This design comes from an exercise in tuning for small area, a short achievable clock period and few clock cycles per item on the open sky130 flow, not from production work.
In this exercise RTL edits were held to simulation tests only and were not proved equivalent to the original.
Power and IR drop assume default switching activity.

==> design/flow/design.v <==
module pll_div_encoder (
    input  wire        clk,
    input  wire        rst,
    input  wire        in_valid,
    output wire        in_ready,
    input  wire        in_op,
    input  wire [31:0] in_a,
    input  wire [31:0] in_num,
    input  wire [31:0] in_denom,
    output wire        out_valid,
    input  wire        out_ready,
    output reg  [31:0] out_p1,
    output reg  [31:0] out_p2,
    output reg  [31:0] out_p3
);
    localparam [2:0] S_IDLE = 3'd0,
                     S_CONV = 3'd1,
                     S_DIV  = 3'd2,
                     S_NORM = 3'd3,
                     S_FIN  = 3'd4,
                     S_OUT  = 3'd5;
    reg [2:0]  state;
    reg        op_r;
    reg [31:0] a_r, num_r, denom_r;
    reg [23:0] md;
    reg [5:0]  en, ed;
    reg [24:0] rem;
    reg [25:0] quo;
    reg [4:0]  cnt;
    reg [31:0] frac;
    assign in_ready  = (state == S_IDLE);
    assign out_valid = (state == S_OUT);
    function [29:0] to_b32;             
        input [31:0] x;
        reg   [5:0]  lz;
        reg   [31:0] xn;
        reg   [24:0] m;
        reg   [5:0]  e;
        reg          rnd;
        integer      i;
        begin
            lz = 6'd0;
            for (i = 0; i < 32; i = i + 1)
                if (x[i]) lz = 6'd31 - i[5:0];
            xn  = x << lz;
            rnd = xn[7] & ((|xn[6:0]) | xn[8]);
            m   = {1'b0, xn[31:8]} + {24'd0, rnd};
            e   = 6'd31 - lz;
            if (m[24]) begin
                m = {2'b01, 23'd0};
                e = e + 6'd1;
            end
            to_b32 = {e, m[23:0]};
        end
    endfunction
    wire [29:0] num_f = to_b32(num_r);
    wire [29:0] den_f = to_b32(denom_r);
    wire        q_hi   = quo[25];
    wire [23:0] q_m    = q_hi ? quo[25:2] : quo[24:1];
    wire        q_g    = q_hi ? quo[1]    : quo[0];
    wire        q_s    = (q_hi & quo[0]) | (|rem);
    wire        q_up   = q_g & (q_s | q_m[0]);
    wire [24:0] q_mr   = {1'b0, q_m} + {24'd0, q_up};
    wire [7:0]  q_e0   = {2'b00, en} - {2'b00, ed} + 8'd64 - (q_hi ? 8'd0 : 8'd1);
    wire [7:0]  q_e    = q_mr[24] ? q_e0 + 8'd1 : q_e0;
    wire [23:0] q_mant = q_mr[24] ? 24'h800000 : q_mr[23:0];
    wire [63:0] q_wide = {40'd0, q_mant};
    wire [63:0] frac_w = (q_e >= 8'd80) ? (q_wide << (q_e - 8'd80))
                                        : (q_wide >> (8'd80 - q_e));
    wire [31:0] a_eff   = op_r ? a_r : {24'd0, a_r[7:0]};
    wire [31:0] a128    = a_eff << 7;
    wire [31:0] num128  = num_r << 7;
    wire        is_int  = (num_r == 32'd0);
    wire        is_unit = op_r & (denom_r == 32'd1);
    always @(posedge clk) begin
        if (rst) begin
            state <= S_IDLE;
        end else begin
            case (state)
                S_IDLE: if (in_valid) begin
                    op_r    <= in_op;
                    a_r     <= in_a;
                    num_r   <= in_num;
                    denom_r <= in_denom;
                    state   <= S_CONV;
                end
                S_CONV: begin
                    if (is_int) begin
                        out_p1 <= a128 - 32'd512;
                        out_p2 <= 32'd0;
                        out_p3 <= denom_r;
                        state  <= S_OUT;
                    end else if (is_unit) begin
                        out_p1 <= a128 + num128 - 32'd512;
                        out_p2 <= num128 - 32'd128;
                        out_p3 <= 32'd1;
                        state  <= S_OUT;
                    end else begin
                        rem   <= {1'b0, num_f[23:0]};
                        md    <= den_f[23:0];
                        en    <= num_f[29:24];
                        ed    <= den_f[29:24];
                        quo   <= 26'd0;
                        cnt   <= 5'd0;
                        state <= S_DIV;
                    end
                end
                S_DIV: begin
                    if (rem >= {1'b0, md}) begin
                        quo <= {quo[24:0], 1'b1};
                        rem <= (cnt == 5'd25) ? rem - {1'b0, md}
                                              : (rem - {1'b0, md}) << 1;
                    end else begin
                        quo <= {quo[24:0], 1'b0};
                        rem <= (cnt == 5'd25) ? rem : rem << 1;
                    end
                    cnt <= cnt + 5'd1;
                    if (cnt == 5'd25)
                        state <= S_NORM;
                end
                S_NORM: begin
                    frac  <= frac_w[31:0];
                    state <= S_FIN;
                end
                S_FIN: begin
                    out_p1 <= a128 + frac - 32'd512;
                    out_p2 <= num128 - denom_r * frac;
                    out_p3 <= denom_r;
                    state  <= S_OUT;
                end
                S_OUT: if (out_ready) state <= S_IDLE;
                default: state <= S_IDLE;
            endcase
        end
    end
endmodule
==> design/flow/run.sh <==
#!/bin/bash
# synth_recipe.tcl (not shown) runs the flow's synth.tcl, then flattens the netlist and writes it again
# the make line also repeats each setting of config.mk as NAME=value (left out here)
make -C /OpenROAD-flow-scripts/flow DESIGN_CONFIG=/design/flow/config.mk WORK_HOME=/design/flow/orfs CLKGATE_MAP_FILE= SYNTH_SCRIPT=/design/flow/synth_recipe.tcl finish
==> design/flow/config.mk <==
export PLATFORM = sky130hd
export DESIGN_NAME = pll_div_encoder
export DESIGN_NICKNAME = pll_div_encoder
export VERILOG_FILES = /design/flow/design.v
export SDC_FILE = /design/flow/constraint.sdc
export NUM_CORES = 4
export LEC_CHECK = 0
export CAP_MARGIN = 20
export CORE_MARGIN = 2
export CORE_UTILIZATION = 40
export SLEW_MARGIN = 20
==> design/flow/constraint.sdc <==
create_clock -name core_clock -period 10.0 [get_ports {clk}]
set_input_delay 2.0000 -clock core_clock [delete_from_list [all_inputs] [get_ports {clk}]]
set_output_delay 2.0000 -clock core_clock [all_outputs]
set_load 0.01 [all_outputs]
==> flow_summary.yaml <==
route:
  route.detailed.drc: 0
  drt_iter0_drc: 4425
  wl_per_cell_um: 25.5
  via_per_inst: 5.89
  vias: 39700
  final_antenna_net_count: 0
  dr.pass1.iters: 6
  totalWireLength_um: 172000
yosys:
  async_flop_share_pct: 0
  yosysUniqueCellTypes: 125
  ys_warn_count: 1
  syn_inst: 5157
  yosysMostFrequentCell: "inv_1"
  synth_common_cells: "inv_1, nand2_1, fa_1"
  synth_nets: 5972
  synth_area_um2: 44600
  synth_top_area_cell: "edfxtp_1"
  synth_ff_type: "edfxtp_1"
  synth_top_cell_area_share_pct: 20.9
  ys_top_cells_by_area: "edfxtp_1, fa_1, ha_1"
  seq_area_frac_synth_pct: 21.0
  synth_edf_count: 310
  syn_area_per_cell_um2: 8.65
  ys_ff_latch: 313
clock_tree:
  clock-root-buffer: "clkbuf_16"
  htree_levels: 2
  cts_made_buffers: 38
  post_cts_resize_count: 0
  clk_pin_slew_ns: 0.06
  cts.sinks: 313
  cts.path.max_buffers: 3
  cts_tree: "done"
  hold_buffers: 0
  worstSkewPairLatency_ns: 0.65
  post-cts-setup-buffers: 0
floorplanning:
  coreArea_um2: 111000
  die_h_um: 338
  die_w_um: 338
  die_area_um2: 114000
  rows: 122
  initial_core_util_pct: 40.3
  ios: 199
job:
  cap_violations: 0
worst_setup_path:
  max_stage_delay_ns: 1.06
  crit_fanout: 17
  crit_type: "reg2reg"
  crit_required_ns: 10.28
  slowest_stage: "edfxtp_1"
  end_kind: "register"
  critPathArrivalTime_ns: 9.11
  worst_path_most_repeated_cell: "fa_1"
  setup.worst_path.start_class: "register"
layout:
  syn_to_final_growth_pct: 10.9
  drive_above_1_share_pct: 6.14
  nets: 6029
  multi_input_area_um2: 31800
  seq_area_um2: 9370
  num-fill-cells: 11000
  post-route-util_pct: 44.7
  instances_no_fill: 6736
grt:
  antenna_found_initial: 13
  grt.met1_usage_pct: 40.2
  gr-usage-met3_pct: 5.82
  grt_usage_pct: 29.9
  grt_max_degree: 79
  grt_pass1_wl_um: 253000
  grt_overflow: 0
  grt_pass1_vias: 38500
  use_met2_pct: 47.1
  busiest_layer: "met2"
sta:
  fin_worst_skew_ns: 0.0707
  min_period_ns: 8.83
  maxSlewViolCount: 0
  max_freq_mhz: 113
  relSlewSlack_pct: 21.5
  rsz0062_at_grt: "no"
  finalCritPeriodShare_pct: 88.3
  timing.final.ws_setup_ns: 1.17
  setup_violations: 0
  fin_tns_setup_ns: 0
  worst_pin_slew_ns: 1.18
  finalHoldViolations: 0
placement:
  gp_congestion: 0.990
  io_buffers: 191
  hpwl_um: 132000
  dp_cells: 6661
  dp_slack_ns: 1.45
pwr:
  powerDensity_nw_per_um2: 285
  ir_worst_vdd_v: 0.000961
  p_leak_nw: 20.1
worst_hold_path:
  holdCritPathClass: "reg2reg"
outcome:
  status: "no timing/DRC/antenna violations"
==> cell families (layout without fill, tap and decap cells) <==
| family | after synthesis | count (layout) | synth area share [%] |
|---|---|---|---|
| muxes | 101 | 101 | 2.35 |
| adders and majority gates | 714 | 714 | 27.4 |
| and+or+nand+nor | 1832 | 1832 | 20.6 |
| xor gates and xnor gates | 267 | 267 | 5.24 |
| other | 0 | 4 | 0 |
| AOI/OAI and AO/OA | 1034 | 1034 | 15.4 |
| DFF | 313 | 313 | 21.0 |
| buffers and inverters | 896 | 983 | 7.94 |
==> final cells by class <==
| type | count | area share, % |
|---|---|---|
| antenna | 4 | 0.0203 |
| clock buffer | 43 | 1.96 |
| clock inverter | 27 | 0.572 |
| inverter | 590 | 4.48 |
| multi-input combinational | 3948 | 64.3 |
| sequential | 313 | 19.0 |
| tap | 1488 | 3.77 |
| timing repair buffer | 323 | 5.94 |
==> placed cells by master (no fill, tap or decap), types with 44 or more instances in the layout <==
master / n
nor2_1: 364
and3_1: 56
o22ai_1: 44
a211oi_1: 69
a21oi_1: 271
o211ai_1: 52
mux2i_1: 78
o21ai_0: 198
xnor2_1: 181
and2_1: 343
nor3_1: 115
xor2_1: 83
edfxtp_1: 310
inv_1: 586
nand2_1: 542
buf_4: 130
ha_1: 276
nand3_1: 144
a31oi_1: 54
fa_1: 438
clkdlybuf4s50_1: 191
==> per-layer routing <==
metal / vias up / wire length [um]
met5: - / 72
met1: 19600 / 71700
met3: 379 / 15500
met2: 1951 / 76400
met4: 10 / 7960
li1: 17800 / -
==> final timing paths <==
check                                     startpoint                    to  slack, ns  cells past startpoint
worst min register to register  cnt[0]$_SDFFCE_PN0P_  cnt[0]$_SDFFCE_PN0P_       0.63                      1
worst min-delay path            cnt[0]$_SDFFCE_PN0P_  cnt[0]$_SDFFCE_PN0P_       0.63                      1
worst max-delay path               frac[4]$_DFFE_PP_  out_p2[30]$_DFFE_PP_       1.17                     26
worst max register to register     frac[4]$_DFFE_PP_  out_p2[30]$_DFFE_PP_       1.17                     26
==> registers in the layout (all words and copies together), names as in the netlist, 25 cells and up <==
signal and cells:
denom_r 32, frac 32, num_r 32, out_p1 32, out_p2 32, out_p3 32
quo 26, a_r 25, rem 25
==> critical path, delay by kind of cell (launching register included) <==
family,cells,cell delay [ns]
DFF,1,1.06
adders and majority gates,9,3.79
buffers and inverters,5,0.67
AOI/OAI and AO/OA,9,2.49
and+or+nand+nor,3,0.39
==> through the flow <==
step | total power, mW | instance area, um2 | hold WS, ns
6_report | 14.1 | 49400 | 0.629
5_1_grt | 15.2 | 49400 | 0.683
4_1_cts | 13.9 | 49400 | 0.634
3_5_place_dp | 12.4 | 48100 | 0.624
3_3_place_gp | 12.3 | 48100 | 0.616
2_1_floorplan | 9.34 | 44600 | 0.591
==> power by group <==
part           internal (mW)  total (mW)  switching [mW]
Clock                  0.791        1.43           0.637
Combinational           4.44        11.0            6.60
Sequential              1.52        1.61          0.0892
Testbench counts, summed over its fixed seeds: cycles 87,692, items 3,200.

[port drivers added, routing unchanged]
No port has a modelled driver above. Below, the same layout with a new extraction and two added sets of constraints. Step 1: set_driving_cell puts a clkbuf_16 on clk and a buf_2 on each other input, an assumption about the parent block. Step 2 times the ports against the registers' clock, not the clock port: input delays grow and output delays shrink by t, the midpoint of the rising clock arrivals with the driver on. Three values: ideal ports, drivers, drivers and shift; two values: the first two.
t (ns): 0.690
slack for setup (ns): 1.173 / 1.173 / 1.173
worst setup path at the end: register to register
After both steps setup and hold are still met in this run. For this run, drivers alone change the setup slack by 0.000 ns; drivers and shift together by 0.000 ns.
